What follows belongs to an exercise in optimizing a design on an open flow for small area; a production flow would make more cautious choices. Where RTL was checked, it was by simulation tests only, not by an equivalence proof against the original. No functional check of the RTL was part of run 1. Power figures rest on the tool's default switching activity, not on a simulated workload.

==> flow/design.v <==
module siggen_wave_rom (
    input  wire [1:0] sel,
    input  wire [6:0] phase,
    output reg  [7:0] sample
);
    always @(*) begin
        case ({sel, phase})
            9'd0: sample = 8'd128;
            9'd1: sample = 8'd136;
            9'd2: sample = 8'd143;
            9'd3: sample = 8'd151;
            9'd4: sample = 8'd159;
            9'd5: sample = 8'd167;
            9'd6: sample = 8'd174;
            9'd7: sample = 8'd182;
            9'd8: sample = 8'd189;
            9'd9: sample = 8'd196;
            9'd10: sample = 8'd202;
            9'd11: sample = 8'd209;
            9'd12: sample = 8'd215;
            9'd13: sample = 8'd220;
            9'd14: sample = 8'd226;
            9'd15: sample = 8'd231;
            9'd16: sample = 8'd235;
            9'd17: sample = 8'd239;
            9'd18: sample = 8'd243;
            9'd19: sample = 8'd246;
            9'd20: sample = 8'd249;
            9'd21: sample = 8'd251;
            9'd22: sample = 8'd253;
            9'd23: sample = 8'd254;
            9'd24: sample = 8'd255;
            9'd25: sample = 8'd255;
            9'd26: sample = 8'd255;
            9'd27: sample = 8'd254;
            9'd28: sample = 8'd253;
            9'd29: sample = 8'd251;
            9'd30: sample = 8'd249;
            9'd31: sample = 8'd246;
            9'd32: sample = 8'd243;
            9'd33: sample = 8'd239;
            9'd34: sample = 8'd235;
            9'd35: sample = 8'd231;
            9'd36: sample = 8'd226;
            9'd37: sample = 8'd220;
            9'd38: sample = 8'd215;
            9'd39: sample = 8'd209;
            9'd40: sample = 8'd202;
            9'd41: sample = 8'd196;
            9'd42: sample = 8'd189;
            9'd43: sample = 8'd182;
            9'd44: sample = 8'd174;
            9'd45: sample = 8'd167;
            9'd46: sample = 8'd159;
            9'd47: sample = 8'd151;
            9'd48: sample = 8'd143;
            9'd49: sample = 8'd136;
            9'd50: sample = 8'd128;
            9'd51: sample = 8'd119;
            9'd52: sample = 8'd112;
            9'd53: sample = 8'd104;
            9'd54: sample = 8'd96;
            9'd55: sample = 8'd88;
            9'd56: sample = 8'd81;
            9'd57: sample = 8'd73;
            9'd58: sample = 8'd66;
            9'd59: sample = 8'd59;
            9'd60: sample = 8'd53;
            9'd61: sample = 8'd46;
            9'd62: sample = 8'd40;
            9'd63: sample = 8'd35;
            9'd64: sample = 8'd29;
            9'd65: sample = 8'd24;
            9'd66: sample = 8'd20;
            9'd67: sample = 8'd16;
            9'd68: sample = 8'd12;
            9'd69: sample = 8'd9;
            9'd70: sample = 8'd6;
            9'd71: sample = 8'd4;
            9'd72: sample = 8'd2;
            9'd73: sample = 8'd1;
            9'd74: sample = 8'd0;
            9'd75: sample = 8'd0;
            9'd76: sample = 8'd0;
            9'd77: sample = 8'd1;
            9'd78: sample = 8'd2;
            9'd79: sample = 8'd4;
            9'd80: sample = 8'd6;
            9'd81: sample = 8'd9;
            9'd82: sample = 8'd12;
            9'd83: sample = 8'd16;
            9'd84: sample = 8'd20;
            9'd85: sample = 8'd24;
            9'd86: sample = 8'd29;
            9'd87: sample = 8'd35;
            9'd88: sample = 8'd40;
            9'd89: sample = 8'd46;
            9'd90: sample = 8'd53;
            9'd91: sample = 8'd59;
            9'd92: sample = 8'd66;
            9'd93: sample = 8'd73;
            9'd94: sample = 8'd81;
            9'd95: sample = 8'd88;
            9'd96: sample = 8'd96;
            9'd97: sample = 8'd104;
            9'd98: sample = 8'd112;
            9'd99: sample = 8'd119;
            9'd128: sample = 8'd0;
            9'd129: sample = 8'd5;
            9'd130: sample = 8'd10;
            9'd131: sample = 8'd15;
            9'd132: sample = 8'd20;
            9'd133: sample = 8'd25;
            9'd134: sample = 8'd30;
            9'd135: sample = 8'd35;
            9'd136: sample = 8'd40;
            9'd137: sample = 8'd45;
            9'd138: sample = 8'd51;
            9'd139: sample = 8'd56;
            9'd140: sample = 8'd61;
            9'd141: sample = 8'd66;
            9'd142: sample = 8'd71;
            9'd143: sample = 8'd76;
            9'd144: sample = 8'd81;
            9'd145: sample = 8'd86;
            9'd146: sample = 8'd91;
            9'd147: sample = 8'd96;
            9'd148: sample = 8'd102;
            9'd149: sample = 8'd107;
            9'd150: sample = 8'd112;
            9'd151: sample = 8'd117;
            9'd152: sample = 8'd122;
            9'd153: sample = 8'd127;
            9'd154: sample = 8'd132;
            9'd155: sample = 8'd137;
            9'd156: sample = 8'd142;
            9'd157: sample = 8'd147;
            9'd158: sample = 8'd153;
            9'd159: sample = 8'd158;
            9'd160: sample = 8'd163;
            9'd161: sample = 8'd168;
            9'd162: sample = 8'd173;
            9'd163: sample = 8'd178;
            9'd164: sample = 8'd183;
            9'd165: sample = 8'd188;
            9'd166: sample = 8'd193;
            9'd167: sample = 8'd198;
            9'd168: sample = 8'd204;
            9'd169: sample = 8'd209;
            9'd170: sample = 8'd214;
            9'd171: sample = 8'd219;
            9'd172: sample = 8'd224;
            9'd173: sample = 8'd229;
            9'd174: sample = 8'd234;
            9'd175: sample = 8'd239;
            9'd176: sample = 8'd244;
            9'd177: sample = 8'd249;
            9'd178: sample = 8'd255;
            9'd179: sample = 8'd249;
            9'd180: sample = 8'd244;
            9'd181: sample = 8'd239;
            9'd182: sample = 8'd234;
            9'd183: sample = 8'd229;
            9'd184: sample = 8'd224;
            9'd185: sample = 8'd219;
            9'd186: sample = 8'd214;
            9'd187: sample = 8'd209;
            9'd188: sample = 8'd204;
            9'd189: sample = 8'd198;
            9'd190: sample = 8'd193;
            9'd191: sample = 8'd188;
            9'd192: sample = 8'd183;
            9'd193: sample = 8'd178;
            9'd194: sample = 8'd173;
            9'd195: sample = 8'd168;
            9'd196: sample = 8'd163;
            9'd197: sample = 8'd158;
            9'd198: sample = 8'd153;
            9'd199: sample = 8'd147;
            9'd200: sample = 8'd142;
            9'd201: sample = 8'd137;
            9'd202: sample = 8'd132;
            9'd203: sample = 8'd127;
            9'd204: sample = 8'd122;
            9'd205: sample = 8'd117;
            9'd206: sample = 8'd112;
            9'd207: sample = 8'd107;
            9'd208: sample = 8'd102;
            9'd209: sample = 8'd96;
            9'd210: sample = 8'd91;
            9'd211: sample = 8'd86;
            9'd212: sample = 8'd81;
            9'd213: sample = 8'd76;
            9'd214: sample = 8'd71;
            9'd215: sample = 8'd66;
            9'd216: sample = 8'd61;
            9'd217: sample = 8'd56;
            9'd218: sample = 8'd51;
            9'd219: sample = 8'd45;
            9'd220: sample = 8'd40;
            9'd221: sample = 8'd35;
            9'd222: sample = 8'd30;
            9'd223: sample = 8'd25;
            9'd224: sample = 8'd20;
            9'd225: sample = 8'd15;
            9'd226: sample = 8'd10;
            9'd227: sample = 8'd5;
            9'd256: sample = 8'd0;
            9'd257: sample = 8'd2;
            9'd258: sample = 8'd5;
            9'd259: sample = 8'd7;
            9'd260: sample = 8'd10;
            9'd261: sample = 8'd12;
            9'd262: sample = 8'd15;
            9'd263: sample = 8'd18;
            9'd264: sample = 8'd20;
            9'd265: sample = 8'd23;
            9'd266: sample = 8'd25;
            9'd267: sample = 8'd28;
            9'd268: sample = 8'd30;
            9'd269: sample = 8'd33;
            9'd270: sample = 8'd36;
            9'd271: sample = 8'd38;
            9'd272: sample = 8'd41;
            9'd273: sample = 8'd43;
            9'd274: sample = 8'd46;
            9'd275: sample = 8'd48;
            9'd276: sample = 8'd51;
            9'd277: sample = 8'd54;
            9'd278: sample = 8'd56;
            9'd279: sample = 8'd59;
            9'd280: sample = 8'd61;
            9'd281: sample = 8'd64;
            9'd282: sample = 8'd66;
            9'd283: sample = 8'd69;
            9'd284: sample = 8'd72;
            9'd285: sample = 8'd74;
            9'd286: sample = 8'd77;
            9'd287: sample = 8'd79;
            9'd288: sample = 8'd82;
            9'd289: sample = 8'd85;
            9'd290: sample = 8'd87;
            9'd291: sample = 8'd90;
            9'd292: sample = 8'd92;
            9'd293: sample = 8'd95;
            9'd294: sample = 8'd97;
            9'd295: sample = 8'd100;
            9'd296: sample = 8'd103;
            9'd297: sample = 8'd105;
            9'd298: sample = 8'd108;
            9'd299: sample = 8'd110;
            9'd300: sample = 8'd113;
            9'd301: sample = 8'd115;
            9'd302: sample = 8'd118;
            9'd303: sample = 8'd121;
            9'd304: sample = 8'd123;
            9'd305: sample = 8'd126;
            9'd306: sample = 8'd128;
            9'd307: sample = 8'd131;
            9'd308: sample = 8'd133;
            9'd309: sample = 8'd136;
            9'd310: sample = 8'd139;
            9'd311: sample = 8'd141;
            9'd312: sample = 8'd144;
            9'd313: sample = 8'd146;
            9'd314: sample = 8'd149;
            9'd315: sample = 8'd151;
            9'd316: sample = 8'd154;
            9'd317: sample = 8'd157;
            9'd318: sample = 8'd159;
            9'd319: sample = 8'd162;
            9'd320: sample = 8'd164;
            9'd321: sample = 8'd167;
            9'd322: sample = 8'd170;
            9'd323: sample = 8'd172;
            9'd324: sample = 8'd175;
            9'd325: sample = 8'd177;
            9'd326: sample = 8'd180;
            9'd327: sample = 8'd182;
            9'd328: sample = 8'd185;
            9'd329: sample = 8'd188;
            9'd330: sample = 8'd190;
            9'd331: sample = 8'd193;
            9'd332: sample = 8'd195;
            9'd333: sample = 8'd198;
            9'd334: sample = 8'd200;
            9'd335: sample = 8'd203;
            9'd336: sample = 8'd206;
            9'd337: sample = 8'd208;
            9'd338: sample = 8'd211;
            9'd339: sample = 8'd213;
            9'd340: sample = 8'd216;
            9'd341: sample = 8'd218;
            9'd342: sample = 8'd221;
            9'd343: sample = 8'd224;
            9'd344: sample = 8'd226;
            9'd345: sample = 8'd229;
            9'd346: sample = 8'd231;
            9'd347: sample = 8'd234;
            9'd348: sample = 8'd236;
            9'd349: sample = 8'd239;
            9'd350: sample = 8'd242;
            9'd351: sample = 8'd244;
            9'd352: sample = 8'd247;
            9'd353: sample = 8'd249;
            9'd354: sample = 8'd252;
            9'd355: sample = 8'd255;
            9'd384: sample = 8'd255;
            9'd385: sample = 8'd255;
            9'd386: sample = 8'd255;
            9'd387: sample = 8'd255;
            9'd388: sample = 8'd255;
            9'd389: sample = 8'd255;
            9'd390: sample = 8'd255;
            9'd391: sample = 8'd255;
            9'd392: sample = 8'd255;
            9'd393: sample = 8'd255;
            9'd394: sample = 8'd255;
            9'd395: sample = 8'd255;
            9'd396: sample = 8'd255;
            9'd397: sample = 8'd255;
            9'd398: sample = 8'd255;
            9'd399: sample = 8'd255;
            9'd400: sample = 8'd255;
            9'd401: sample = 8'd255;
            9'd402: sample = 8'd255;
            9'd403: sample = 8'd255;
            9'd404: sample = 8'd255;
            9'd405: sample = 8'd255;
            9'd406: sample = 8'd255;
            9'd407: sample = 8'd255;
            9'd408: sample = 8'd255;
            9'd409: sample = 8'd255;
            9'd410: sample = 8'd255;
            9'd411: sample = 8'd255;
            9'd412: sample = 8'd255;
            9'd413: sample = 8'd255;
            9'd414: sample = 8'd255;
            9'd415: sample = 8'd255;
            9'd416: sample = 8'd255;
            9'd417: sample = 8'd255;
            9'd418: sample = 8'd255;
            9'd419: sample = 8'd255;
            9'd420: sample = 8'd255;
            9'd421: sample = 8'd255;
            9'd422: sample = 8'd255;
            9'd423: sample = 8'd255;
            9'd424: sample = 8'd255;
            9'd425: sample = 8'd255;
            9'd426: sample = 8'd255;
            9'd427: sample = 8'd255;
            9'd428: sample = 8'd255;
            9'd429: sample = 8'd255;
            9'd430: sample = 8'd255;
            9'd431: sample = 8'd255;
            9'd432: sample = 8'd255;
            9'd433: sample = 8'd255;
            9'd434: sample = 8'd0;
            9'd435: sample = 8'd0;
            9'd436: sample = 8'd0;
            9'd437: sample = 8'd0;
            9'd438: sample = 8'd0;
            9'd439: sample = 8'd0;
            9'd440: sample = 8'd0;
            9'd441: sample = 8'd0;
            9'd442: sample = 8'd0;
            9'd443: sample = 8'd0;
            9'd444: sample = 8'd0;
            9'd445: sample = 8'd0;
            9'd446: sample = 8'd0;
            9'd447: sample = 8'd0;
            9'd448: sample = 8'd0;
            9'd449: sample = 8'd0;
            9'd450: sample = 8'd0;
            9'd451: sample = 8'd0;
            9'd452: sample = 8'd0;
            9'd453: sample = 8'd0;
            9'd454: sample = 8'd0;
            9'd455: sample = 8'd0;
            9'd456: sample = 8'd0;
            9'd457: sample = 8'd0;
            9'd458: sample = 8'd0;
            9'd459: sample = 8'd0;
            9'd460: sample = 8'd0;
            9'd461: sample = 8'd0;
            9'd462: sample = 8'd0;
            9'd463: sample = 8'd0;
            9'd464: sample = 8'd0;
            9'd465: sample = 8'd0;
            9'd466: sample = 8'd0;
            9'd467: sample = 8'd0;
            9'd468: sample = 8'd0;
            9'd469: sample = 8'd0;
            9'd470: sample = 8'd0;
            9'd471: sample = 8'd0;
            9'd472: sample = 8'd0;
            9'd473: sample = 8'd0;
            9'd474: sample = 8'd0;
            9'd475: sample = 8'd0;
            9'd476: sample = 8'd0;
            9'd477: sample = 8'd0;
            9'd478: sample = 8'd0;
            9'd479: sample = 8'd0;
            9'd480: sample = 8'd0;
            9'd481: sample = 8'd0;
            9'd482: sample = 8'd0;
            9'd483: sample = 8'd0;
            default: sample = 8'd0;
        endcase
    end
endmodule
module siggen_transform (
    input  wire        clk,
    input  wire        rst,
    input  wire [5:0]  cnt,
    input  wire        commit_a,
    input  wire        commit_b,
    input  wire        emit,
    input  wire [15:0] acc,
    input  wire [7:0]  sample,
    input  wire [7:0]  dac,
    output reg  [7:0]  dac_nx
);
    localparam [15:0] N2500 = 16'd2500;
    reg [7:0] k;       
    reg [7:0] m;       
    reg [8:0] r;
    wire pdiv = (cnt[5:4] == 2'b10);         
    wire sdiv = (cnt[5:3] == 3'b110);        
    wire pact = pdiv && (commit_a || commit_b);
    wire n_bit = commit_a ? N2500[~cnt[3:0]] : acc[~cnt[3:0]];
    wire s_bit = sample[~cnt[2:0]];
    wire [8:0] dv = sdiv ? {1'b0, k} : (commit_a ? acc[11:3] : 9'd250);
    wire [9:0]  t  = {r, pdiv ? n_bit : (sdiv ? s_bit : 1'b0)};
    wire [10:0] df = {1'b0, t} - {2'b00, dv};
    wire        qb = !df[10] && (pact || sdiv);
    always @(posedge clk) begin
        if (cnt == 6'd47)
            r <= 9'd0;
        else
            r <= qb ? df[8:0] : t[8:0];
        if (rst) begin
            k <= 8'd20;
            m <= 8'd20;
        end else if (pact) begin
            if (commit_a) k <= {k[6:0], qb};
            else          m <= {m[6:0], qb};
        end
    end
    always @(*) begin
        dac_nx = dac;
        if (emit) begin
            if (sdiv)
                dac_nx = {dac[6:0], qb};
            else if (cnt == 6'd56)
                dac_nx = dac + m + 8'd1;
        end
    end
endmodule
module siggen_cmd (
    input  wire        clk,
    input  wire        rst,
    input  wire        upd,
    input  wire        key_acc,
    input  wire [3:0]  code,
    output reg  [3:0]  status,
    output wire        commit_a,
    output wire        commit_b,
    output wire [4:0]  ival,
    output wire [15:0] acc
);
    reg [3:0]  len;
    reg [1:0]  pfx;
    reg        num;
    reg [15:0] a;
    reg        sat;
    reg        gt, lt;
    reg [4:0]  ireg;      
    assign acc = a;
    reg       isdig;
    reg [3:0] d;
    always @(*) begin
        isdig = 1'b1;
        case (code)
            4'd0:  d = 4'd1;
            4'd1:  d = 4'd2;
            4'd2:  d = 4'd3;
            4'd4:  d = 4'd4;
            4'd5:  d = 4'd5;
            4'd6:  d = 4'd6;
            4'd8:  d = 4'd7;
            4'd9:  d = 4'd8;
            4'd10: d = 4'd9;
            4'd13: d = 4'd0;
            default: begin d = 4'd0; isdig = 1'b0; end
        endcase
    end
    wire        is_d   = (code == 4'd15);
    wire        empty  = (len == 4'd0);
    wire        full   = (len == 4'd9);
    wire        pok    = num && (len != 4'd1);
    wire        a_ok   = !sat && a >= 16'd100  && a <= 16'd2500;
    wire        b_ok   = !sat && a >= 16'd2550 && a <= 16'd63750;
    wire        c_ok   = (sat || a != 16'd0) && !(full && gt);
    wire        cmd    = key_acc && is_d && !empty && pok;
    assign commit_a = cmd && pfx == 2'd1 && a_ok;
    assign commit_b = cmd && pfx == 2'd2 && b_ok;
    wire   commit_c = cmd && pfx == 2'd3 && c_ok;
    wire [4:0] inew = (sat || a > 16'd20) ? 5'd0 : (5'd20 / a[4:0]);
    assign ival = commit_c ? inew : ireg;
    always @(*) begin
        status = 4'd0;
        if (key_acc) begin
            if (is_d) begin
                if (empty || pfx == 2'd0) status = 4'd6;
                else if (!pok)            status = 4'd4;
                else case (pfx)
                    2'd1:    status = a_ok ? 4'd9  : 4'd1;
                    2'd2:    status = b_ok ? 4'd10 : 4'd2;
                    default: status = c_ok ? 4'd11 : 4'd3;
                endcase
            end else if (full)
                status = 4'd5;
        end
    end
    wire [8:0]  dd = (pfx == 2'd2) ? d * 9'd51 : {5'd0, d};
    wire [19:0] nv = {4'd0, a} * 20'd10 + {11'd0, dd};
    wire [3:0]  ref_d = (len == 4'd1) ? 4'd1 : (len == 4'd2) ? 4'd2 : 4'd0;
    always @(posedge clk) begin
        if (rst) begin
            len  <= 4'd0;
            ireg <= 5'd20;
        end else if (upd) begin
            if (commit_c)
                ireg <= inew;
            if (key_acc) begin
                if (is_d || full)
                    len <= 4'd0;
                else begin
                    len <= len + 4'd1;
                    if (empty) begin
                        pfx <= (code == 4'd3) ? 2'd1 : (code == 4'd7) ? 2'd2 :
                               (code == 4'd11) ? 2'd3 : 2'd0;
                        num <= 1'b1;
                        a   <= 16'd0;
                        sat <= 1'b0;
                        gt  <= 1'b0;
                        lt  <= 1'b0;
                    end else begin
                        if (!isdig) num <= 1'b0;
                        a   <= nv[15:0];
                        sat <= sat || (nv[19:16] != 4'd0);
                        if (!gt && !lt) begin
                            gt <= d > ref_d;
                            lt <= d < ref_d;
                        end
                    end
                end
            end
        end
    end
endmodule
module siggen (
    input  wire        clk,
    input  wire        rst,
    input  wire [31:0] now,
    input  wire [3:0]  col,
    input  wire        btn,
    output wire [3:0]  row_sel,
    output reg  [7:0]  dac,
    output wire [3:0]  status,
    output reg         emit,
    output wire        done
);
    reg  [5:0] cnt;
    wire [4:0] bi    = cnt[4:0];
    wire       pass2 = cnt[5];
    wire       bit0  = (bi == 5'd0);
    assign done = (cnt == 6'd63);
    always @(posedge clk) begin
        if (rst) cnt <= 6'd0;
        else     cnt <= cnt + 6'd1;
    end
    wire row_cyc = (cnt[5:3] == 3'd0) && !cnt[0];
    assign row_sel = row_cyc ? (4'b0001 << cnt[2:1]) : 4'b0000;
    reg       found;
    reg [3:0] code;
    always @(posedge clk) begin
        if (row_cyc && (cnt[2:1] == 2'd0 || !found)) begin
            found <= |col;
            code  <= {cnt[2:1], col[0] ? 2'd0 : col[1] ? 2'd1 : col[2] ? 2'd2 : 2'd3};
        end
    end
    wire now_b = now[bi];
    reg [31:0] tk, tb, dl;       
    reg        tkz, tbz, first;  
    reg        ck, cb, cd;       
    reg        gek, geb;         
    wire tk_b = tk[0] & !tkz;
    wire tb_b = tb[0] & !tbz;
    wire dl_b = first ? now_b : dl[0];
    wire c500 = (bi == 5'd2) || (bi >= 5'd4 && bi <= 5'd8);
    wire c300 = (bi == 5'd2) || (bi == 5'd3) || (bi == 5'd5) || (bi == 5'd8);
    wire ck_in = !bit0 & ck;
    wire cb_in = !bit0 & cb;
    wire cd_in = !bit0 & cd;
    wire dk = now_b ^ tk_b ^ ck_in;
    wire db = now_b ^ tb_b ^ cb_in;
    wire gek_in = bit0 | gek;
    wire geb_in = bit0 | geb;
    wire key_acc = found & gek;
    wire btn_acc = !btn_prev & btn & geb;
    wire [4:0] ival;
    wire int_b = (bi < 5'd5) ? ival[bi[2:0]] : 1'b0;
    wire ds    = dl_b ^ int_b ^ cd_in;
    reg btn_prev;
    reg [1:0] sel;
    always @(posedge clk) begin
        tk <= {(pass2 && key_acc) ? now_b : tk[0], tk[31:1]};
        tb <= {(pass2 && btn_acc) ? now_b : tb[0], tb[31:1]};
        dl <= {(pass2 && emit) ? ds : dl[0], dl[31:1]};
        if (!pass2) begin
            ck  <= (!now_b & tk_b) | (!(now_b ^ tk_b) & ck_in);
            cb  <= (!now_b & tb_b) | (!(now_b ^ tb_b) & cb_in);
            cd  <= (!now_b & dl_b) | (!(now_b ^ dl_b) & cd_in);
            gek <= c500 ? (dk & gek_in) : (dk | gek_in);
            geb <= c300 ? (db & geb_in) : (db | geb_in);
            if (bi == 5'd31)
                emit <= !(now_b ^ dl_b ^ cd_in);
        end else begin
            cd  <= (dl_b & int_b) | ((dl_b ^ int_b) & cd_in);
        end
    end
    always @(posedge clk) begin
        if (rst) begin
            tkz      <= 1'b1;
            tbz      <= 1'b1;
            first    <= 1'b1;
            btn_prev <= 1'b0;
            sel      <= 2'd0;
        end else begin
            if (cnt == 6'd32 && btn_acc)
                sel <= sel + 2'd1;
            if (done) begin
                if (key_acc) tkz <= 1'b0;
                if (btn_acc) tbz <= 1'b0;
                first    <= 1'b0;
                btn_prev <= btn;
            end
        end
    end
    wire commit_a, commit_b;
    wire [15:0] acc;
    siggen_cmd u_cmd (
        .clk      (clk),
        .rst      (rst),
        .upd      (done),
        .key_acc  (key_acc),
        .code     (code),
        .status   (status),
        .commit_a (commit_a),
        .commit_b (commit_b),
        .ival     (ival),
        .acc      (acc)
    );
    reg  [6:0] phase;
    wire [7:0] sample;
    siggen_wave_rom u_rom (
        .sel    (sel),
        .phase  (phase),
        .sample (sample)
    );
    wire [7:0] dac_nx;
    siggen_transform u_xf (
        .clk      (clk),
        .rst      (rst),
        .cnt      (cnt),
        .commit_a (commit_a),
        .commit_b (commit_b),
        .emit     (emit),
        .acc      (acc),
        .sample   (sample),
        .dac      (dac),
        .dac_nx   (dac_nx)
    );
    always @(posedge clk) begin
        dac <= dac_nx;
        if (rst)
            phase <= 7'd0;
        else if (cnt == 6'd56 && emit)
            phase <= (phase == 7'd99) ? 7'd0 : phase + 7'd1;
    end
endmodule
==> flow/run.sh <==
#!/bin/bash
# synth_recipe.tcl (not shown) runs the flow's synth.tcl, then flattens the netlist and writes it again
# the make line also repeats each setting of config.mk as NAME=value (left out here)
make -C /OpenROAD-flow-scripts/flow DESIGN_CONFIG=/design/flow/config.mk WORK_HOME=/design/flow/orfs CLKGATE_MAP_FILE= SYNTH_SCRIPT=/design/flow/synth_recipe.tcl finish
==> flow/config.mk <==
export PLATFORM = sky130hd
export DESIGN_NAME = siggen
export DESIGN_NICKNAME = siggen
export VERILOG_FILES = /design/flow/design.v
export SDC_FILE = /design/flow/constraint.sdc
export NUM_CORES = 4
export LEC_CHECK = 0
export ABC_AREA = 1
export CAP_MARGIN = 20
export CORE_MARGIN = 2
export CORE_UTILIZATION = 40
export SLEW_MARGIN = 20
==> flow/constraint.sdc <==
create_clock -name core_clock -period 150.0 [get_ports {clk}]
set_input_delay 30.0000 -clock core_clock [delete_from_list [all_inputs] [get_ports {clk}]]
set_output_delay 30.0000 -clock core_clock [all_outputs]
set_load 0.01 [all_outputs]
==> out/metrics.yaml, run 1 <==
critical_path:
  crit_buf_inv: 4
  reg2reg_slack_ns: 144.03
  cp_common_cell: "inv_1"
  r2r_end: "dl[31]"
  arrival_ns: 2.95
  path_max_fanout: 14
  crit_path_start_kind: "flop"
  end_kind: "primary output"
  cp_slowest_cell: "clkdlybuf4s50_1"
  critPathKind: "flop to primary output"
  r2r_start: "u_cmd.a[4]"
  crit_family: "buffers and inverters"
  rr_worst_depth: 35
  max_stage_delay_ns: 0.54
  crit_chain: "inv_1 > ha_1 > nand2_1 > inv_2 > nor3_2 > o2111ai_1 > inv_1 > clkdlybuf4s50_1"
  cp.required_ns: 120.00
global_routing:
  grt_pass1_wl_um: 62100
  grt_overflow: 0
  grtUsageTotal: 0.236
  grt_antenna_before_repair: 0
  grt_pass1_vias: 11900
  grt_max_degree: 58
power:
  sw_frac_of_total: 0.280
  power.static_leakage_nw: 6.59
  ir_drop_uv: 7.64
  clock_power_share: 0.409
  intPower_w: 0.0000801
  netSwitchingPower_w: 0.0000312
  pwr-share-seq: 0.477
  p_per_area_nw_per_um2: 7.92
  p_comb_frac: 0.114
finish:
  fin_cells: 2252
  utilization: 0.458
  diodes: 0
  fin_nets: 2006
  syn_to_final_growth_pct: 11.9
  layout-drive-gt1-share: 0.0415
synthesis:
  netlist.area_leader.share: 0.239
  yosysTopAreaCell: "dfxtp_1"
  ys.flop_type: "dfxtp_1"
  synth-async-reset-ratio: 0
  synthTopCellsByArea: "dfxtp_1 24%, nand2_1 14%, ha_1 12%"
  synth-seq-area-share: 0.335
  syn_nets: 1974
  synth.distinct_cells: 51
  syn-instance-count: 1811
  ys_ff_latch: 190
  synth_common_cells: "481 x nand2_1, 202 x inv_1, 176 x nor2_1"
  netlist_area_um2: 12600
  yosysWarnings: 4
  synth-edff-count: 40
  synth_most_common_cell: "nand2_1"
  syn_avg_cell_area_um2: 6.94
placed_design:
  dp_hpwl_um: 28100
  portBuffers: 56
  post-place-ws_ns: 117.33
  gp_congestion: 0.951
  dp_cells: 2220
timing:
  final-setup-viol-count: 0
  min_period_over_period: 0.220
  tns_ns: 0
  hold_violations: 0
  slew-limit-headroom: 0.369
  fin_crit_ns: 32.95
  slew_violations: 0
  fmax_ghz: 0.0304
  fin_worst_skew_ns: 0.0166
  fin_ws_ns: 117.05
  worst_pin_slew_ns: 0.946
  rsz0062_at_grt: "false"
clock_tree:
  cts_max_path_buffers: 2
  htreeDepth: 4
  insertion_delay_ns: 0.45
  cts_buffers: 17
  cts-root-buf: "clkbuf_16"
  cts.sinks: 190
  tritoncts: "yes"
  hold_buffers: 0
  clk_pin_slew_ns: 0.08
  post_cts_buffers: 0
  cts_resized: 0
floorplanning:
  die_w_um: 181
  core_um2: 30700
  fp.dieH_um: 181
  start_util: 0.409
  ios: 57
  rows: 64
  dieArea_um2: 32900
detailed_routing:
  drtIter0Drc: 1183
  drtPass1Iterations: 6
  antenna_left: 0
  wl_um: 38400
  vias_per_cell: 5.41
  wl_per_cell_um: 17.0
  drc_errors: 0
  vias: 12200
hold_path:
  holdPathStages: 0
  min_path_type: "flop to flop"
  hold_start: "tk[5]"
  min_to: "tk[4]"
run:
  cap_violations: 0
status:
  status: "finished clean"
[cells by family after synthesis]
kind of cell | Yosys count | synth area share
xor gates and xnor gates | 26 | 0.0181
DFF | 190 | 0.335
buffers and inverters | 268 | 0.0837
adders and majority gates | 125 | 0.129
and+or+nand+nor | 877 | 0.293
muxes | 1 | 0.000797
AOI/OAI and AO/OA | 324 | 0.141
[worst max-delay path by stage]
stage | start | end | slack [ns] | depth (start not counted)
2_1_floorplan | now[23] | emit | 118.18 | 9
5_1_grt | u_cmd.len[0] | status[3] | 116.76 | 8
3_5_place_dp | now[9] | gek | 117.33 | 10
6_report | u_cmd.len[0] | status[3] | 117.05 | 8
3_3_place_gp | now[9] | geb | 117.35 | 9
4_1_cts | u_cmd.len[0] | status[3] | 117.01 | 8
[sequential cells by signal, summed over array words and instances (netlist names), 2 cells and up]
name and cells:
u_cmd.ireg 5, cnt 6, tk 32, dac 8, u_xf.m 8, u_cmd.pfx 2
sel 2, u_cmd.a 16, u_cmd.len 4, u_xf.r 9, phase 7, tb 32
dl 32, code 4, u_xf.k 8
[power groups by stage]
| stage | clock [W] | sequential, W | combinational, W |
|---|---|---|---|
| floorplan | 0 | 0.0000540 | 0.00000844 |
| global placement | 0 | 0.0000543 | 0.0000123 |
| detailed placement | 0 | 0.0000543 | 0.0000126 |
| CTS | 0.0000466 | 0.0000531 | 0.0000127 |
| global route | 0.0000484 | 0.0000531 | 0.0000144 |
| finish | 0.0000456 | 0.0000531 | 0.0000127 |
[worst reg2reg max path: cells and delay by family, from the launching register on]
kind / cells / cell delay, ns
AO/OA/AOI/OAI: 10 / 1.26
adder cells (fa/ha/maj): 5 / 1.81
buffers and inverters: 5 / 0.68
flip-flops: 1 / 0.56
AND/OR/NAND/NOR: 15 / 1.56
[layout make-up]
type | count | area (µm²)
fillers | 3194 | 16700
multi-input cells | 1353 | 7310
flip-flops and latches | 190 | 4200
inverters | 215 | 807
repair buffers | 66 | 636
well taps | 396 | 495
clock buffers | 17 | 425
clock inverters | 15 | 190
[cell usage in the layout (no fill, tap or decap), drive strengths merged, types with 2 or more instances in the layout]
cell           instances
nand4                 22
nor4                   2
o2111ai                4
o21ai                131
fa                     8
o21bai                 2
dfxtp                150
edfxtp                40
o22ai                  6
a21oi                130
xnor2                  6
ha                   116
nand3                152
clkinv                12
clkbuf                17
inv                  218
xor2                  20
or2                    9
a31oi                 12
nor2                 186
clkdlybuf4s50         56
nand2b                 2
a21boi                 2
o21a                   6
buf                   10
a211oi                 5
o31ai                  7
nor3                  18
nand2                483
a21o                   4
o211ai                10
[through the flow]
step                      total power [W]  area [µm²]  hold WS, ns
after CTS                        0.000112       14100        0.329
after global placement          0.0000665       13500        0.310
after floorplan                 0.0000625       12600        0.310
after detailed placement        0.0000668       13500        0.312
after global routing             0.000116       14100        0.334
final                            0.000111       14100        0.328
[metal layers]
metal	global-route usage	vias to the layer above	wire (µm)
met1	0.318	5618	17500
met2	0.383	445	17000
met5	0	-	0
met4	0.0966	0	1330
met3	0.0316	85	2470
li1	-	6033	-
==> run 2, diff against run 1 <==
--- a/flow/design.v
+++ b/flow/design.v
@@ -416,7 +416,8 @@
     input  wire        commit_a,
     input  wire        commit_b,
     input  wire        emit,
-    input  wire [15:0] acc,
+    input  wire        acc_b,
+    input  wire [8:0]  h,
     input  wire [7:0]  sample,
     input  wire [7:0]  dac,
     output reg  [7:0]  dac_nx
@@ -428,9 +429,9 @@
     wire pdiv = (cnt[5:4] == 2'b10);         
     wire sdiv = (cnt[5:3] == 3'b110);        
     wire pact = pdiv && (commit_a || commit_b);
-    wire n_bit = commit_a ? N2500[~cnt[3:0]] : acc[~cnt[3:0]];
+    wire n_bit = commit_a ? N2500[~cnt[3:0]] : acc_b;
     wire s_bit = sample[~cnt[2:0]];
-    wire [8:0] dv = sdiv ? {1'b0, k} : (commit_a ? acc[11:3] : 9'd250);
+    wire [8:0] dv = sdiv ? {1'b0, k} : (commit_a ? h : 9'd250);
     wire [9:0]  t  = {r, pdiv ? n_bit : (sdiv ? s_bit : 1'b0)};
     wire [10:0] df = {1'b0, t} - {2'b00, dv};
     wire        qb = !df[10] && (pact || sdiv);
@@ -460,23 +461,31 @@
 module siggen_cmd (
     input  wire        clk,
     input  wire        rst,
-    input  wire        upd,
+    input  wire [5:0]  cnt,
     input  wire        key_acc,
     input  wire [3:0]  code,
     output reg  [3:0]  status,
     output wire        commit_a,
     output wire        commit_b,
-    output wire [4:0]  ival,
-    output wire [15:0] acc
+    output wire        int_b,      
+    output wire        acc_b,      
+    output wire [8:0]  h           
 );
     reg [3:0]  len;
     reg [1:0]  pfx;
     reg        num;
-    reg [15:0] a;
+    reg [15:0] acc;
     reg        sat;
+    reg        ge, le;
     reg        gt, lt;
     reg [4:0]  ireg;      
-    assign acc = a;
+    reg [2:0]  dly;       
+    reg [1:0]  cy;
+    assign h     = acc[11:3];
+    assign acc_b = acc[~cnt[3:0]];
+    wire upd = (cnt == 6'd63);
+    wire win = (cnt[5:4] == 2'b11);
+    wire [3:0] bi = cnt[3:0];
     reg       isdig;
     reg [3:0] d;
     always @(*) begin
@@ -495,19 +504,36 @@
             default: begin d = 4'd0; isdig = 1'b0; end
         endcase
     end
-    wire        is_d   = (code == 4'd15);
-    wire        empty  = (len == 4'd0);
-    wire        full   = (len == 4'd9);
-    wire        pok    = num && (len != 4'd1);
-    wire        a_ok   = !sat && a >= 16'd100  && a <= 16'd2500;
-    wire        b_ok   = !sat && a >= 16'd2550 && a <= 16'd63750;
-    wire        c_ok   = (sat || a != 16'd0) && !(full && gt);
-    wire        cmd    = key_acc && is_d && !empty && pok;
+    wire is_d  = (code == 4'd15);
+    wire empty = (len == 4'd0);
+    wire full  = (len == 4'd9);
+    wire pok   = num && (len != 4'd1);
+    wire a_ok  = !sat && ge && le;
+    wire c_ok  = (sat || ge) && !(full && gt);
+    wire cmd   = key_acc && is_d && !empty && pok;
+    wire app   = key_acc && !is_d && !full;      
     assign commit_a = cmd && pfx == 2'd1 && a_ok;
-    assign commit_b = cmd && pfx == 2'd2 && b_ok;
+    assign commit_b = cmd && pfx == 2'd2 && a_ok;
     wire   commit_c = cmd && pfx == 2'd3 && c_ok;
-    wire [4:0] inew = (sat || a > 16'd20) ? 5'd0 : (5'd20 / a[4:0]);
-    assign ival = commit_c ? inew : ireg;
+    reg [4:0] inew;
+    always @(*) begin
+        case (acc[4:0])
+            5'd1:  inew = 5'd20;
+            5'd2:  inew = 5'd10;
+            5'd3:  inew = 5'd6;
+            5'd4:  inew = 5'd5;
+            5'd5:  inew = 5'd4;
+            5'd6:  inew = 5'd3;
+            5'd7, 5'd8, 5'd9, 5'd10: inew = 5'd2;
+            default: inew = 5'd1;
+        endcase
+        if (sat || !le)
+            inew = 5'd0;
+    end
+    wire [4:0] ival = commit_c ? inew : ireg;
+    assign int_b = (cnt[4:3] != 2'd0) ? 1'b0 : (cnt[2:0] == 3'd0) ? ival[0] : (cnt[2:0] == 3'd1) ? ival[1] :
+                   (cnt[2:0] == 3'd2) ? ival[2] : (cnt[2:0] == 3'd3) ? ival[3] :
+                   (cnt[2:0] == 3'd4) ? ival[4] : 1'b0;
     always @(*) begin
         status = 4'd0;
         if (key_acc) begin
@@ -516,21 +542,43 @@
                 else if (!pok)            status = 4'd4;
                 else case (pfx)
                     2'd1:    status = a_ok ? 4'd9  : 4'd1;
-                    2'd2:    status = b_ok ? 4'd10 : 4'd2;
+                    2'd2:    status = a_ok ? 4'd10 : 4'd2;
                     default: status = c_ok ? 4'd11 : 4'd3;
                 endcase
             end else if (full)
                 status = 4'd5;
         end
     end
-    wire [8:0]  dd = (pfx == 2'd2) ? d * 9'd51 : {5'd0, d};
-    wire [19:0] nv = {4'd0, a} * 20'd10 + {11'd0, dd};
-    wire [3:0]  ref_d = (len == 4'd1) ? 4'd1 : (len == 4'd2) ? 4'd2 : 4'd0;
+    wire [8:0] dd  = (pfx == 2'd2) ? d * 9'd51 : {5'd0, d};
+    wire       ddb = (bi < 4'd9) ? dd[bi] : 1'b0;
+    wire [2:0] sum = {2'b00, dly[0]} + {2'b00, dly[2]} + {2'b00, ddb} + {1'b0, cy};
+    wire       nb  = sum[0] && !empty;
+    wire       ovf = (sum[2:1] != 2'd0) || acc[0] || dly[0] || dly[1];
+    localparam [15:0] LO_A = 16'd100,  HI_A = 16'd2500;
+    localparam [15:0] LO_B = 16'd2550, HI_B = 16'd63750;
+    localparam [15:0] LO_C = 16'd1,    HI_C = 16'd20;
+    wire lo_b = (pfx == 2'd1) ? LO_A[bi] : (pfx == 2'd2) ? LO_B[bi] : LO_C[bi];
+    wire hi_b = (pfx == 2'd1) ? HI_A[bi] : (pfx == 2'd2) ? HI_B[bi] : HI_C[bi];
+    wire ge_in = (bi == 4'd0) || ge;
+    wire le_in = (bi == 4'd0) || le;
+    always @(posedge clk) begin
+        if (win && app) begin
+            acc <= {nb, acc[15:1]};
+        end
+        dly <= {dly[1:0], win && acc[0]};
+        cy  <= win ? sum[2:1] : 2'd0;
+    end
+    wire [3:0] ref_d = (len == 4'd1) ? 4'd1 : (len == 4'd2) ? 4'd2 : 4'd0;
     always @(posedge clk) begin
         if (rst) begin
             len  <= 4'd0;
             ireg <= 5'd20;
-        end else if (upd) begin
+        end else begin
+            if (win && app && !empty) begin
+                ge <= lo_b ? (nb & ge_in) : (nb | ge_in);
+                le <= nb ? (hi_b & le_in) : (hi_b | le_in);
+            end
+            if (upd) begin
             if (commit_c)
                 ireg <= inew;
             if (key_acc) begin
@@ -542,14 +590,14 @@
                         pfx <= (code == 4'd3) ? 2'd1 : (code == 4'd7) ? 2'd2 :
                                (code == 4'd11) ? 2'd3 : 2'd0;
                         num <= 1'b1;
-                        a   <= 16'd0;
                         sat <= 1'b0;
+                        ge  <= 1'b0;
+                        le  <= 1'b1;
                         gt  <= 1'b0;
                         lt  <= 1'b0;
                     end else begin
                         if (!isdig) num <= 1'b0;
-                        a   <= nv[15:0];
-                        sat <= sat || (nv[19:16] != 4'd0);
+                        sat <= sat || ovf;
                         if (!gt && !lt) begin
                             gt <= d > ref_d;
                             lt <= d < ref_d;
@@ -557,6 +605,7 @@
                     end
                 end
             end
+            end
         end
     end
 endmodule
@@ -610,8 +659,7 @@
     wire geb_in = bit0 | geb;
     wire key_acc = found & gek;
     wire btn_acc = !btn_prev & btn & geb;
-    wire [4:0] ival;
-    wire int_b = (bi < 5'd5) ? ival[bi[2:0]] : 1'b0;
+    wire int_b;
     wire ds    = dl_b ^ int_b ^ cd_in;
     reg btn_prev;
     reg [1:0] sel;
@@ -650,18 +698,20 @@
         end
     end
     wire commit_a, commit_b;
-    wire [15:0] acc;
+    wire acc_b;
+    wire [8:0] h;
     siggen_cmd u_cmd (
         .clk      (clk),
         .rst      (rst),
-        .upd      (done),
+        .cnt      (cnt),
         .key_acc  (key_acc),
         .code     (code),
         .status   (status),
         .commit_a (commit_a),
         .commit_b (commit_b),
-        .ival     (ival),
-        .acc      (acc)
+        .int_b    (int_b),
+        .acc_b    (acc_b),
+        .h        (h)
     );
     reg  [6:0] phase;
     wire [7:0] sample;
@@ -678,7 +728,8 @@
         .commit_a (commit_a),
         .commit_b (commit_b),
         .emit     (emit),
-        .acc      (acc),
+        .acc_b    (acc_b),
+        .h        (h),
         .sample   (sample),
         .dac      (dac),
         .dac_nx   (dac_nx)
==> run 2 against run 1 <==
Net effect: register-to-register slack better by 0.86 ns; die area is 8.5% lower; synthesized area is 8.7% lower; largest cell class unchanged.
==> out/metrics.yaml, run 2 <==
finish:
  fillers: 2810  # -12%
  largestRegisters: "dl x32, tb x32, tk x32"
  final_cell_mix: "413 x nand2_1, 180 x inv_1, 160 x dfxtp_1, 148 x nor2_1, 135 x nand3_1"
  layout_commonest_cell: "nand2_1"
  syn_to_final_growth_pct: 14.8
  diodes: 0  # unchanged
  layout-drive-gt1-share: 0.0512  # +0.00967
  utilization: 0.470  # +0.0127
  fin_nets: 1745  # -13%
  stdcell_area_um2: 13200  # -6.4%
  fin_cells: 2020  # -10%
critical_path:
  crit_buf_inv: 3  # -1
  critPathKind: "flop to primary output"
  cp_slowest_cell: "clkdlybuf4s50_1"
  path_max_fanout: 10  # -4
  crit_path_start_kind: "flop"
  crit_family: "buffers and inverters"
  max_stage_delay_ns: 0.61  # +0.07 ns
  crit_chain: "inv_1 > nor2_1 > inv_1 > nor2_1 > clkdlybuf4s50_1"
  arrival_ns: 2.97  # +0.02 ns
  cp.required_ns: 120.00  # about the same
  end_kind: "primary output"
timing:
  tns_ns: 0  # unchanged
  hold_violations: 0  # unchanged
  slew-limit-headroom: 0.343  # -0.0259
  rsz0062_at_grt: "false"
  fin_crit_ns: 32.97  # +0.0180 ns
  fmax_ghz: 0.0303  # about the same
  final-setup-viol-count: 0  # unchanged
  slew_violations: 0  # unchanged
  min_period_over_period: 0.220  # about the same
  fin_worst_skew_ns: 0.0394  # +0.0228 ns
  worst_pin_slew_ns: 0.985  # +0.0389 ns
power:
  power.static_leakage_nw: 5.96  # -9.5%
  intPower_w: 0.0000981  # +22%
  power_w: 0.000130  # +16%
  netSwitchingPower_w: 0.0000315  # +0.82%
  pwr-share-seq: 0.437  # -0.040
  p_per_area_nw_per_um2: 9.84  # +24%
  clock_power_share: 0.471  # +0.062
  sw_frac_of_total: 0.243  # -0.0375
  p_comb_frac: 0.093  # -0.021
  ir_drop_uv: 11.2  # +47%
clock_tree:
  insertion_delay_ns: 0.53  # +0.08 ns
  tritoncts: "yes"
  clk_pin_slew_ns: 0.06  # -0.02 ns
  cts.sinks: 202  # +6.3%
  cts_max_path_buffers: 3  # +1
  cts_resized: 0  # unchanged
  cts-root-buf: "clkbuf_16"
  htreeDepth: 1  # -3
  cts_buffers: 22  # +5
  hold_buffers: 0  # unchanged
  post_cts_buffers: 0  # unchanged
detailed_routing:
  wl_met3_um: 2610  # +5.8%
  wl_per_cell_um: 17.0  # about the same
  route.met2.wl_um: 15200  # -11%
  wl_um: 34400  # -10%
  drtIter0Drc: 988  # -16%
  antenna_left: 0  # unchanged
  vias: 10800  # -11%
  vias_per_cell: 5.36  # -0.88%
  drtPass1Iterations: 5  # -1
  top_layer: "met4"
  drc_errors: 0  # unchanged
  drt-met1-wl_um: 15100  # -14%
synthesis:
  synth_most_common_cell: "nand2_1"
  synth-seq-area-share: 0.389  # +0.0546
  synth-edff-count: 42  # +5.0%
  synth.distinct_cells: 53  # +3.9%
  syn_avg_cell_area_um2: 7.22  # +4.1%
  yosysTopAreaCell: "dfxtp_1"
  syn_nets: 1707  # -14%
  yosysWarnings: 4  # unchanged
  netlist_area_um2: 11500  # -8.7%
  synth-async-reset-ratio: 0  # unchanged
  ys_ff_latch: 202  # +6.3%
  synthTopCellsByArea: "dfxtp_1 28%, nand2_1 14%, edfxtp_1 11%"
  synth_common_cells: "413 x nand2_1, 180 x inv_1, 160 x dfxtp_1"
  ys.flop_type: "dfxtp_1"
  syn-instance-count: 1588  # -12%
  netlist.area_leader.share: 0.279  # +0.0403
run:
  cap_violations: 0  # unchanged
global_routing:
  grt_antenna_before_repair: 0  # unchanged
  grt_pass1_vias: 10300  # -14%
  grt_overflow: 0  # unchanged
  grt_max_degree: 60  # +3.4%
  grt_pass1_wl_um: 55100  # -11%
  grtUsageTotal: 0.225  # -0.0117
floorplanning:
  core_um2: 28000  # -8.9%
  dieArea_um2: 30100  # -8.5%
  ios: 57  # unchanged
  fp.dieH_um: 173  # -4.4%
  rows: 61  # -4.7%
  die_w_um: 173  # -4.4%
  start_util: 0.410  # +0.000877
hold_path:
  min_path_type: "flop to flop"
placed_design:
  portBuffers: 56  # unchanged
  dp_cells: 1980  # -11%
  dp_hpwl_um: 24600  # -12%
  placed_area_um2: 12300  # -8.3%
  gp_congestion: 0.922  # -3.1%
status:
  status: "finished clean"
==> run 2: cell count changes after synthesis, moves of 17 or more <==
cell / previous run / this run
inv_1: 202 / 180
nand3_1: 152 / 135
nand2_1: 481 / 413
a21oi_1: 130 / 87
nor2_1: 176 / 148
ha_1: 116 / 72
==> run 2: metal layers <==
layer  global-route usage  vias up
li1                     -     5315
met1                0.308     4958
met2                0.354      460
met3               0.0364       97
met4               0.0886        0
met5                    0        -
==> run 2: final timing paths <==
check | startpoint | to | slack (ns) | depth (start not counted)
setup / recovery | cnt[1] | row_sel[1] | 117.04 | 5
hold / removal | dl[29] | dl[28] | 0.30 | 0
setup reg to reg | phase[0] | u_xf.r[0] | 144.89 | 27
hold reg to reg | dl[29] | dl[28] | 0.30 | 0
==> run 2: power by group through the flow <==
stage                     clock [W]  combinational, W  sequential, W
final                     0.0000610         0.0000120      0.0000566
after global routing      0.0000642         0.0000136      0.0000566
after CTS                 0.0000619         0.0000120      0.0000566
after detailed placement          0         0.0000119      0.0000578
after global placement            0         0.0000118      0.0000578
after floorplan                   0        0.00000807      0.0000575
==> run 2: stage by stage <==
step	setup slack, ns	hold WS, ns
after floorplan	118.14	0.310
after global placement	117.24	0.311
after detailed placement	117.16	0.312
after CTS	117.01	0.294
after global routing	116.88	0.320
final	117.04	0.298
==> run 2: cell families (layout without fill, tap and decap cells) <==
logic type                 after synthesis  after routing  synth area share
xor gates and xnor gates                15             15            0.0115
and+or+nand+nor                        753            753             0.277
AOI/OAI and AO/OA                      293            293             0.144
muxes                                    1              1          0.000873
adders and majority gates               80             80            0.0925
DFF                                    202            202             0.389
buffers and inverters                  244            298            0.0853
==> run 2: layout make-up <==
type	count	area (µm²)	share of cell area
tap	378	473	0.0359
timing repair buffer	68	651	0.0494
clock inverter	17	265	0.0201
multi-input combinational	1142	6030	0.458
inverter	190	713	0.0541
clock buffer	23	576	0.0437
sequential	202	4460	0.339
==> run 2: worst register-to-register path, stage by stage (launching register included) <==
cell and delay, ns:
dfxtp_1 0.60, inv_1 0.38, ha_1 0.63, nand2_1 0.34, nand2_1 0.24, nand2_1 0.07
nand3_1 0.09, nand3_1 0.09, o21ai_0 0.22, nand2_1 0.10, nand3_1 0.08, nand2_1 0.06
nand3_1 0.08, nand3_1 0.13, nand2_1 0.09, inv_1 0.04, ha_1 0.21, fa_1 0.44
nand3b_1 0.18, and3_1 0.23, inv_1 0.10, nand2_2 0.11, inv_2 0.23, nand2_1 0.08
nand2_1 0.06, inv_1 0.05, nand2_1 0.05, inv_1 0.04

-- separate check: timing with driven ports --
In the flow no input, the clock included, has a driving cell. The finished layouts below were timed again as built, in two steps.
Step 1 (the two cells are an assumption about what drives the block):
set clk [get_ports {clk}]
set_driving_cell -lib_cell sky130_fd_sc_hd__clkbuf_16 $clk
set_driving_cell -lib_cell sky130_fd_sc_hd__buf_2 [delete_from_list [all_inputs] $clk]
Step 2 also shifts input and output timing later by t, the mid clock arrival at the registers, as if the neighbouring blocks saw the same clock.
Three values: ideal, step 1, step 2; two values: the first two.
| run | t, ns | setup WS [ns] | worst register clock-pin slew, ns |
|---|---|---|---|
| run 1 | 0.489 | 117.053 / 117.005 / 117.328 | 0.08 / 0.08 |
| run 2 | 0.557 | 117.035 / 116.991 / 117.215 | 0.07 / 0.07 |
After both steps setup and hold are still met in every run listed.
